Background: an optimization exercise with open tools, aiming at small area, a short achievable clock period and few clock cycles. Do not read the settings as production practice.

==> branch indigo <==
==> flow/design.v <==
module x86rs_mmu #(
    parameter NT = 8,       
    parameter N2 = 8        
) (
    input  wire        clk,
    input  wire        rst,             
    input  wire        req_valid,
    output reg         req_ready,
    input  wire [1:0]  req_op,          
    input  wire [1:0]  req_kind,        
    input  wire        req_user,        
    input  wire [63:0] req_opa,
    output reg         resp_valid,
    output reg  [1:0]  resp_status,     
    output reg  [51:0] resp_pa,
    output reg         mem_req,
    output reg  [51:3] mem_addr,
    input  wire        mem_gnt,
    input  wire        mem_rvalid,
    input  wire [63:0] mem_rdata
);
    localparam OP_TRANSLATE = 2'd0;
    localparam OP_WRROOT    = 2'd1;
    localparam OP_INVPG     = 2'd2;
    localparam KIND_FETCH = 2'd0;
    localparam KIND_WRITE = 2'd2;
    localparam RS_OK = 2'd0;
    localparam RS_PF = 2'd1;
    localparam RS_GP = 2'd2;
    localparam IT = (NT > 1) ? $clog2(NT) : 1;
    localparam I2 = (N2 > 1) ? $clog2(N2) : 1;
    function permits;
        input w, u, x;
        input [1:0] kind;
        input user;
        begin
            permits = 1'b1;
            if (user && !u) permits = 1'b0;
            if (kind == KIND_WRITE && !w) permits = 1'b0;
            if (kind == KIND_FETCH && !x) permits = 1'b0;
        end
    endfunction
    reg  [51:12] root;
    reg          mwait;                 
    reg  [1:0]   level;                 
    reg          pw, pu, px;            
    reg  [1:0]   c_kind;
    reg          c_user;
    reg  [47:12] c_la;
    reg  [IT-1:0] c_tvict;              
    reg  [I2-1:0] c_pidx;               
    reg          p2_v    [0:N2-1];
    reg  [47:21] p2_tag  [0:N2-1];
    reg  [51:12] p2_base [0:N2-1];
    reg          p2_w    [0:N2-1];
    reg          p2_u    [0:N2-1];
    reg          p2_x    [0:N2-1];
    reg  [N2-1:0] p_ref;                
    reg          tlb_v   [0:NT-1];
    reg  [I2-1:0] tlb_ptr [0:NT-1];
    reg  [20:12] tlb_idx [0:NT-1];
    reg  [51:12] tlb_pfn [0:NT-1];
    reg          tlb_w   [0:NT-1];
    reg          tlb_u   [0:NT-1];
    reg          tlb_x   [0:NT-1];
    reg  [NT-1:0] t_ref;                
    wire req_canonical = (req_opa[63:47] == {17{1'b0}}) || (req_opa[63:47] == {17{1'b1}});
    reg  [N2-1:0] p_hitv;
    reg  [51:12]  p_base;
    reg           p_w, p_u, p_x;
    reg  [I2-1:0] p_hidx;
    reg  [I2-1:0] p_vict;
    reg  [NT-1:0] t_hitv;
    reg  [51:12]  t_pfn;
    reg           t_w, t_u, t_x;
    reg  [IT-1:0] t_vict;
    integer       i;
    always @* begin
        p_base = 40'd0; p_w = 1'b0; p_u = 1'b0; p_x = 1'b0;
        p_hidx = {I2{1'b0}};
        p_vict = {I2{1'b0}};
        for (i = N2 - 1; i >= 0; i = i - 1) begin
            p_hitv[i] = p2_v[i] && p2_tag[i] == req_opa[47:21];
            if (p_hitv[i]) begin
                p_base = p_base | p2_base[i];
                p_w = p_w | p2_w[i];
                p_u = p_u | p2_u[i];
                p_x = p_x | p2_x[i];
                p_hidx = p_hidx | i[I2-1:0];
            end
            if (!(p2_v[i] && p_ref[i])) p_vict = i[I2-1:0];
        end
        t_pfn = 40'd0; t_w = 1'b0; t_u = 1'b0; t_x = 1'b0;
        t_vict = {IT{1'b0}};
        for (i = NT - 1; i >= 0; i = i - 1) begin
            t_hitv[i] = tlb_v[i] && p_hitv[tlb_ptr[i]] && tlb_idx[i] == req_opa[20:12];
            if (t_hitv[i]) begin
                t_pfn = t_pfn | tlb_pfn[i];
                t_w = t_w | tlb_w[i];
                t_u = t_u | tlb_u[i];
                t_x = t_x | tlb_x[i];
            end
            if (!(tlb_v[i] && t_ref[i])) t_vict = i[IT-1:0];
        end
    end
    wire t_hit = |t_hitv;
    wire p_hit = |p_hitv;
    reg [8:0] nidx;
    always @* begin
        case (level)
            2'd3:    nidx = c_la[38:30];
            2'd2:    nidx = c_la[29:21];
            default: nidx = c_la[20:12];
        endcase
    end
    wire nw = pw & mem_rdata[1];
    wire nu = pu & mem_rdata[2];
    wire nx = px & ~mem_rdata[63];
    wire [NT-1:0] t_fill = {{(NT-1){1'b0}}, 1'b1} << c_tvict;
    wire [N2-1:0] p_fill = {{(N2-1){1'b0}}, 1'b1} << c_pidx;
    wire t_load = mwait && level == 2'd0;
    wire p_load = mwait && level == 2'd1;
    always @(posedge clk) begin
        if (req_ready) begin
            c_kind  <= req_kind;
            c_user  <= req_user;
            c_la    <= req_opa[47:12];
            c_tvict <= t_vict;
            c_pidx  <= p_hit ? p_hidx : p_vict;
            resp_pa <= {t_pfn, req_opa[11:0]};
            if (p_hit) begin
                level    <= 2'd0;
                mem_addr <= {p_base, req_opa[20:12]};
                pw <= p_w; pu <= p_u; px <= p_x;
            end else begin
                level    <= 2'd3;
                mem_addr <= {root, req_opa[47:39]};
                pw <= 1'b1; pu <= 1'b1; px <= 1'b1;
            end
        end
        if (mwait) begin
            resp_pa[51:12] <= mem_rdata[51:12];
            mem_addr       <= {mem_rdata[51:12], nidx};
        end
        if (mwait && mem_rvalid) begin
            pw    <= nw;
            pu    <= nu;
            px    <= nx;
            if (level != 2'd0) level <= level - 2'd1;
        end
        for (i = 0; i < NT; i = i + 1)
            if (t_load && t_fill[i]) begin
                tlb_ptr[i] <= c_pidx;
                tlb_idx[i] <= c_la[20:12];
                tlb_pfn[i] <= mem_rdata[51:12];
                tlb_w[i]   <= nw;
                tlb_u[i]   <= nu;
                tlb_x[i]   <= nx;
            end
        for (i = 0; i < N2; i = i + 1)
            if (p_load && p_fill[i]) begin
                p2_tag[i]  <= c_la[47:21];
                p2_base[i] <= mem_rdata[51:12];
                p2_w[i]    <= nw;
                p2_u[i]    <= nu;
                p2_x[i]    <= nx;
            end
    end
    always @(posedge clk) begin
        resp_valid <= 1'b0;
        if (rst) begin
            req_ready <= 1'b1;
            mem_req   <= 1'b0;
            mwait     <= 1'b0;
            root      <= 40'd0;
            t_ref     <= {NT{1'b0}};
            p_ref     <= {N2{1'b0}};
            for (i = 0; i < NT; i = i + 1) tlb_v[i] <= 1'b0;
            for (i = 0; i < N2; i = i + 1) p2_v[i] <= 1'b0;
        end else begin
            if (req_ready && req_valid) begin
                case (req_op)
                    OP_WRROOT: begin
                        resp_valid <= 1'b1;
                        if (req_user) begin
                            resp_status <= RS_GP;
                        end else begin
                            resp_status <= RS_OK;
                            root <= req_opa[51:12];
                            for (i = 0; i < NT; i = i + 1) tlb_v[i] <= 1'b0;
                            for (i = 0; i < N2; i = i + 1) p2_v[i] <= 1'b0;
                        end
                    end
                    OP_INVPG: begin
                        resp_valid <= 1'b1;
                        if (req_user) begin
                            resp_status <= RS_GP;
                        end else begin
                            resp_status <= RS_OK;
                            if (req_canonical)
                                for (i = 0; i < NT; i = i + 1)
                                    if (t_hitv[i]) tlb_v[i] <= 1'b0;
                        end
                    end
                    default: begin
                        if (p_hit && req_canonical)
                            p_ref <= ((p_ref | p_hitv) == {N2{1'b1}}) ? p_hitv : (p_ref | p_hitv);
                        if (!req_canonical) begin
                            resp_valid  <= 1'b1;
                            resp_status <= RS_PF;
                        end else if (t_hit) begin
                            resp_valid  <= 1'b1;
                            resp_status <= permits(t_w, t_u, t_x, req_kind, req_user) ? RS_OK : RS_PF;
                            t_ref <= ((t_ref | t_hitv) == {NT{1'b1}}) ? t_hitv : (t_ref | t_hitv);
                        end else begin
                            req_ready <= 1'b0;
                            mem_req   <= 1'b1;
                        end
                    end
                endcase
            end
            if (mem_req && mem_gnt) begin
                mem_req <= 1'b0;
                mwait   <= 1'b1;
            end
            if (mwait && mem_rvalid) begin
                mwait <= 1'b0;
                if (!mem_rdata[0]) begin
                    resp_valid  <= 1'b1;
                    resp_status <= RS_PF;
                    req_ready   <= 1'b1;
                end else if (level != 2'd0) begin
                    mem_req <= 1'b1;
                end else begin
                    resp_valid  <= 1'b1;
                    req_ready   <= 1'b1;
                    resp_status <= permits(nw, nu, nx, c_kind, c_user) ? RS_OK : RS_PF;
                    t_ref <= ((t_ref | t_fill) == {NT{1'b1}}) ? t_fill : (t_ref | t_fill);
                end
                if (level == 2'd0)
                    for (i = 0; i < NT; i = i + 1)
                        if (t_fill[i]) tlb_v[i] <= mem_rdata[0];
                if (level == 2'd1) begin
                    for (i = 0; i < N2; i = i + 1)
                        if (p_fill[i]) p2_v[i] <= mem_rdata[0];
                    for (i = 0; i < NT; i = i + 1)
                        if (tlb_ptr[i] == c_pidx) tlb_v[i] <= 1'b0;
                    if (mem_rdata[0])
                        p_ref <= ((p_ref | p_fill) == {N2{1'b1}}) ? p_fill : (p_ref | p_fill);
                end
            end
        end
    end
endmodule
==> flow/run.sh <==
#!/bin/bash
# synth_recipe.tcl (not shown) runs the flow's synth.tcl, then flattens the netlist and writes it again
# the make line also repeats each setting of config.mk as NAME=value (left out here)
make -C /OpenROAD-flow-scripts/flow DESIGN_CONFIG=/design/flow/config.mk WORK_HOME=/design/flow/orfs CLKGATE_MAP_FILE= SYNTH_SCRIPT=/design/flow/synth_recipe.tcl finish
==> flow/config.mk <==
export PLATFORM = sky130hd
export DESIGN_NAME = x86rs_mmu
export DESIGN_NICKNAME = x86rs_mmu
export VERILOG_FILES = /design/flow/design.v
export SDC_FILE = /design/flow/constraint.sdc
export NUM_CORES = 4
export LEC_CHECK = 0
export ABC_CLOCK_PERIOD_IN_PS = 3000
export CAP_MARGIN = 20
export CORE_MARGIN = 2
export CORE_UTILIZATION = 40
export SETUP_SLACK_MARGIN = 5
export SLEW_MARGIN = 20
==> flow/constraint.sdc <==
create_clock -name core_clock -period 8.0 [get_ports {clk}]
set_input_delay 1.6000 -clock core_clock [delete_from_list [all_inputs] [get_ports {clk}]]
set_output_delay 1.6000 -clock core_clock [all_outputs]
set_load 0.01 [all_outputs]
==> branch tundra: changes against branch indigo <==
==> flow/design.v, changed modules only <==
module x86rs_mmu #(
    parameter NT = 8,       
    parameter N2 = 8        
) (
    input  wire        clk,
    input  wire        rst,             
    input  wire        req_valid,
    output reg         req_ready,
    input  wire [1:0]  req_op,          
    input  wire [1:0]  req_kind,        
    input  wire        req_user,        
    input  wire [63:0] req_opa,
    output reg         resp_valid,
    output reg  [1:0]  resp_status,     
    output reg  [51:0] resp_pa,
    output reg         mem_req,
    output reg  [51:3] mem_addr,
    input  wire        mem_gnt,
    input  wire        mem_rvalid,
    input  wire [63:0] mem_rdata
);
    localparam OP_TRANSLATE = 2'd0;
    localparam OP_WRROOT    = 2'd1;
    localparam OP_INVPG     = 2'd2;
    localparam KIND_FETCH = 2'd0;
    localparam KIND_WRITE = 2'd2;
    localparam RS_OK = 2'd0;
    localparam RS_PF = 2'd1;
    localparam RS_GP = 2'd2;
    localparam IT = (NT > 1) ? $clog2(NT) : 1;
    localparam I2 = (N2 > 1) ? $clog2(N2) : 1;
    function permits;
        input w, u, x;
        input [1:0] kind;
        input user;
        begin
            permits = 1'b1;
            if (user && !u) permits = 1'b0;
            if (kind == KIND_WRITE && !w) permits = 1'b0;
            if (kind == KIND_FETCH && !x) permits = 1'b0;
        end
    endfunction
    reg  [51:12] root;
    reg          look;                  
    reg          mwait;                 
    reg  [1:0]   level;                 
    reg          pw, pu, px;            
    reg  [1:0]   c_kind;
    reg          c_user;
    reg  [51:12] c_la;                  
    reg          c_inv;                 
    reg          c_wrroot;              
    reg  [NT-1:0] c_tfill;              
    reg          t_act;                 
    reg          p_act;                 
    reg  [NT-1:0] c_thitv;              
    reg  [N2-1:0] c_phitv;              
    reg  [N2-1:0] c_pfill;              
    reg  [I2-1:0] c_pidx;               
    reg          p2_v    [0:N2-1];
    reg  [47:21] p2_tag  [0:N2-1];
    reg  [51:12] p2_base [0:N2-1];
    reg          p2_w    [0:N2-1];
    reg          p2_u    [0:N2-1];
    reg          p2_x    [0:N2-1];
    reg  [N2-1:0] p_ref;                
    reg          tlb_v   [0:NT-1];
    reg  [I2-1:0] tlb_ptr [0:NT-1];     
    reg  [20:12] tlb_idx [0:NT-1];
    reg  [51:12] tlb_pfn [0:NT-1];
    reg          tlb_w   [0:NT-1];
    reg          tlb_u   [0:NT-1];
    reg          tlb_x   [0:NT-1];
    reg  [NT-1:0] t_ref;                
    wire req_canonical = (req_opa[63:47] == {17{1'b0}}) || (req_opa[63:47] == {17{1'b1}});
    reg  [N2-1:0] p_hitv;
    reg  [NT-1:0] t_hitv;
    integer       i;
    always @* begin
        for (i = 0; i < N2; i = i + 1)
            p_hitv[i] = p2_v[i] && p2_tag[i] == req_opa[47:21];
        for (i = 0; i < NT; i = i + 1)
            t_hitv[i] = tlb_v[i] && p_hitv[tlb_ptr[i]] && tlb_idx[i] == req_opa[20:12];
    end
    reg  [NT-1:0] l_thitv;
    reg  [N2-1:0] l_phitv;
    reg  [I2-1:0] l_pidx;
    reg  [51:12]  t_pfn;
    reg           t_w, t_u, t_x;
    reg  [51:12]  p_base;
    reg           p_w, p_u, p_x;
    reg  [IT-1:0] t_vict;
    reg  [N2-1:0] p_vict;
    reg  [I2-1:0] p_vidx;
    always @* begin
        for (i = 0; i < NT; i = i + 1) l_thitv[i] = c_thitv[i] && tlb_v[i];
        for (i = 0; i < N2; i = i + 1) l_phitv[i] = c_phitv[i] && p2_v[i];
        t_pfn = 40'd0; t_w = 1'b0; t_u = 1'b0; t_x = 1'b0;
        for (i = 0; i < NT; i = i + 1)
            if (l_thitv[i]) begin
                t_pfn = t_pfn | tlb_pfn[i];
                t_w = t_w | tlb_w[i];
                t_u = t_u | tlb_u[i];
                t_x = t_x | tlb_x[i];
            end
        p_base = 40'd0; p_w = 1'b0; p_u = 1'b0; p_x = 1'b0;
        l_pidx = {I2{1'b0}};
        for (i = 0; i < N2; i = i + 1)
            if (l_phitv[i]) begin
                l_pidx = l_pidx | i[I2-1:0];
                p_base = p_base | p2_base[i];
                p_w = p_w | p2_w[i];
                p_u = p_u | p2_u[i];
                p_x = p_x | p2_x[i];
            end
        t_vict = {IT{1'b0}};
        for (i = NT - 1; i >= 0; i = i - 1)
            if (!(tlb_v[i] && t_ref[i])) t_vict = i[IT-1:0];
        p_vict = {N2{1'b0}};
        p_vidx = {I2{1'b0}};
        for (i = N2 - 1; i >= 0; i = i - 1)
            if (!(p2_v[i] && p_ref[i])) begin
                p_vict = {{(N2-1){1'b0}}, 1'b1} << i;
                p_vidx = i[I2-1:0];
            end
    end
    wire t_hit = |l_thitv;
    wire p_hit = |l_phitv;
    reg [8:0] nidx;
    always @* begin
        case (level)
            2'd3:    nidx = c_la[38:30];
            2'd2:    nidx = c_la[29:21];
            default: nidx = c_la[20:12];
        endcase
    end
    wire nw = pw & mem_rdata[1];
    wire nu = pu & mem_rdata[2];
    wire nx = px & ~mem_rdata[63];
    wire [NT-1:0] t_vict1 = {{(NT-1){1'b0}}, 1'b1} << t_vict;
    always @(posedge clk) begin
        c_thitv <= t_hitv;
        c_phitv <= p_hitv;
        if (req_ready) begin
            c_kind  <= req_kind;
            c_user  <= req_user;
            c_la    <= req_opa[51:12];
            resp_pa[11:0] <= req_opa[11:0];
        end
        if (look) begin
            c_tfill <= t_vict1;
            c_pidx  <= p_hit ? l_pidx : p_vidx;
            c_pfill <= p_hit ? l_phitv : p_vict;
            if (p_hit) begin
                level    <= 2'd0;
                mem_addr <= {p_base, c_la[20:12]};
                pw <= p_w; pu <= p_u; px <= p_x;
            end else begin
                level    <= 2'd3;
                mem_addr <= {root, c_la[47:39]};
                pw <= 1'b1; pu <= 1'b1; px <= 1'b1;
            end
        end
        if (mwait)
            mem_addr <= {mem_rdata[51:12], nidx};
        if (mwait && mem_rvalid) begin
            pw    <= nw;
            pu    <= nu;
            px    <= nx;
            if (level != 2'd0) level <= level - 2'd1;
        end
        resp_pa[51:12] <= look ? t_pfn : mem_rdata[51:12];
        for (i = 0; i < NT; i = i + 1)
            if (t_act && c_tfill[i]) begin
                tlb_ptr[i] <= c_pidx;
                tlb_idx[i] <= c_la[20:12];
                tlb_pfn[i] <= mem_rdata[51:12];
                tlb_w[i]   <= nw;
                tlb_u[i]   <= nu;
                tlb_x[i]   <= nx;
            end
        for (i = 0; i < N2; i = i + 1)
            if (p_act && c_pfill[i]) begin
                p2_tag[i]  <= c_la[47:21];
                p2_base[i] <= mem_rdata[51:12];
                p2_w[i]    <= nw;
                p2_u[i]    <= nu;
                p2_x[i]    <= nx;
            end
    end
    always @(posedge clk) begin
        resp_valid <= 1'b0;
        look       <= 1'b0;
        c_inv      <= 1'b0;
        c_wrroot   <= 1'b0;
        if (rst) begin
            req_ready <= 1'b1;
            mem_req   <= 1'b0;
            mwait     <= 1'b0;
            t_act     <= 1'b0;
            p_act     <= 1'b0;
            root      <= 40'd0;
            t_ref     <= {NT{1'b0}};
            p_ref     <= {N2{1'b0}};
            for (i = 0; i < NT; i = i + 1) tlb_v[i] <= 1'b0;
            for (i = 0; i < N2; i = i + 1) p2_v[i] <= 1'b0;
        end else begin
            if (req_ready && req_valid) begin
                case (req_op)
                    OP_WRROOT: begin
                        resp_valid <= 1'b1;
                        if (req_user) begin
                            resp_status <= RS_GP;
                        end else begin
                            resp_status <= RS_OK;
                            c_wrroot    <= 1'b1;
                        end
                    end
                    OP_INVPG: begin
                        resp_valid <= 1'b1;
                        if (req_user) begin
                            resp_status <= RS_GP;
                        end else begin
                            resp_status <= RS_OK;
                            c_inv       <= req_canonical;
                        end
                    end
                    default: begin
                        if (!req_canonical) begin
                            resp_valid  <= 1'b1;
                            resp_status <= RS_PF;
                        end else begin
                            req_ready <= 1'b0;
                            look      <= 1'b1;
                        end
                    end
                endcase
            end
            if (c_wrroot) begin
                root <= c_la;
                for (i = 0; i < NT; i = i + 1) tlb_v[i] <= 1'b0;
                for (i = 0; i < N2; i = i + 1) p2_v[i] <= 1'b0;
            end
            if (c_inv)
                for (i = 0; i < NT; i = i + 1)
                    if (c_thitv[i]) tlb_v[i] <= 1'b0;
            if (look) begin
                if (p_hit)
                    p_ref <= ((p_ref | l_phitv) == {N2{1'b1}}) ? l_phitv : (p_ref | l_phitv);
                if (t_hit) begin
                    resp_valid  <= 1'b1;
                    req_ready   <= 1'b1;
                    resp_status <= permits(t_w, t_u, t_x, c_kind, c_user) ? RS_OK : RS_PF;
                    t_ref <= ((t_ref | l_thitv) == {NT{1'b1}}) ? l_thitv : (t_ref | l_thitv);
                end else begin
                    mem_req <= 1'b1;
                    t_act   <= p_hit;
                end
            end
            if (mem_req && mem_gnt) begin
                mem_req <= 1'b0;
                mwait   <= 1'b1;
            end
            if (mwait && mem_rvalid) begin
                mwait <= 1'b0;
                t_act <= level == 2'd1 && mem_rdata[0];
                p_act <= level == 2'd2 && mem_rdata[0];
                if (!mem_rdata[0]) begin
                    resp_valid  <= 1'b1;
                    resp_status <= RS_PF;
                    req_ready   <= 1'b1;
                end else if (level != 2'd0) begin
                    mem_req <= 1'b1;
                end else begin
                    resp_valid  <= 1'b1;
                    req_ready   <= 1'b1;
                    resp_status <= permits(nw, nu, nx, c_kind, c_user) ? RS_OK : RS_PF;
                    t_ref <= ((t_ref | c_tfill) == {NT{1'b1}}) ? c_tfill : (t_ref | c_tfill);
                end
                if (level == 2'd0)
                    for (i = 0; i < NT; i = i + 1)
                        if (c_tfill[i]) tlb_v[i] <= mem_rdata[0];
                if (level == 2'd1) begin
                    for (i = 0; i < N2; i = i + 1)
                        if (c_pfill[i]) p2_v[i] <= mem_rdata[0];
                    for (i = 0; i < NT; i = i + 1)
                        if (tlb_ptr[i] == c_pidx) tlb_v[i] <= 1'b0;
                    if (mem_rdata[0])
                        p_ref <= ((p_ref | c_pfill) == {N2{1'b1}}) ? c_pfill : (p_ref | c_pfill);
                end
            end
        end
    end
endmodule
==> qor summary <==
quantity	branch tundra	branch indigo
GRT met3 Usage	3.39%	4.39%
Area of the placeable core	120000 sq um	122000 sq um
Fraction of the mapped netlist area in simple logic gates	6.00%	8.35%
Met2 WL	64100 um	75800 um
Run status	finished clean	finished clean
Slowest CP cell	sky130_fd_sc_hd__or4_4	sky130_fd_sc_hd__a222oi_1
Total track usage	22.0%	24.9%
Vertical extent of the die	353 um	355 um
GR Layer Usage met1	32.4%	34.5%
Antenna violations before repair	5	8
Share of the core filled with cells in the final layout	48.1%	52.8%
Maximum number of pins on one net before global-route repair	79	74
Number of buffers created by CTS	135	120
Total wire length	141000 um	163000 um
Number of buffer and inverter instances along the worst setup path	6	5
Capturing instance or port of the critical path	c_thitv[1]$_DFF_P_	resp_pa[34]$_DFFE_PP_
Register share of the cell area	63.4%	56.1%
Worst-path maximum fanout	4	7
Number of iterations in the first detailed-routing pass	7	6
Function was not checked in any run of this note: the RTL went through the layout flow alone.

[re-timing with driven ports]
No port has a modelled driver above. Below, the same layouts with a new extraction and two added sets of constraints. Step 1 (the two cells are an assumption about what drives the block):
set clk [get_ports {clk}]
set_driving_cell -lib_cell sky130_fd_sc_hd__clkbuf_16 $clk
set_driving_cell -lib_cell sky130_fd_sc_hd__buf_2 [delete_from_list [all_inputs] $clk]
Step 2 adds t to the input delays and takes it off the output delays; t is the mean of the earliest and latest rising clock arrival at the registers after step 1. Input paths then give back, and output paths get back, about the clock's delay inside the block. Three values: ideal, step 1, step 2; two values: the first two.
| run | t (ns) | setup slack, ns | pins driven straight from the clock port |
|---|---|---|---|
| branch indigo | 0.779 | 3.919 / 3.917 / 3.138 | 1 |
| branch tundra | 0.818 | 4.777 / 4.812 / 3.994 | 1 |
After both steps every run listed still meets setup and hold. For branch tundra, which loses most, drivers alone change the setup slack by +0.035 ns; drivers and shift together by -0.783 ns.
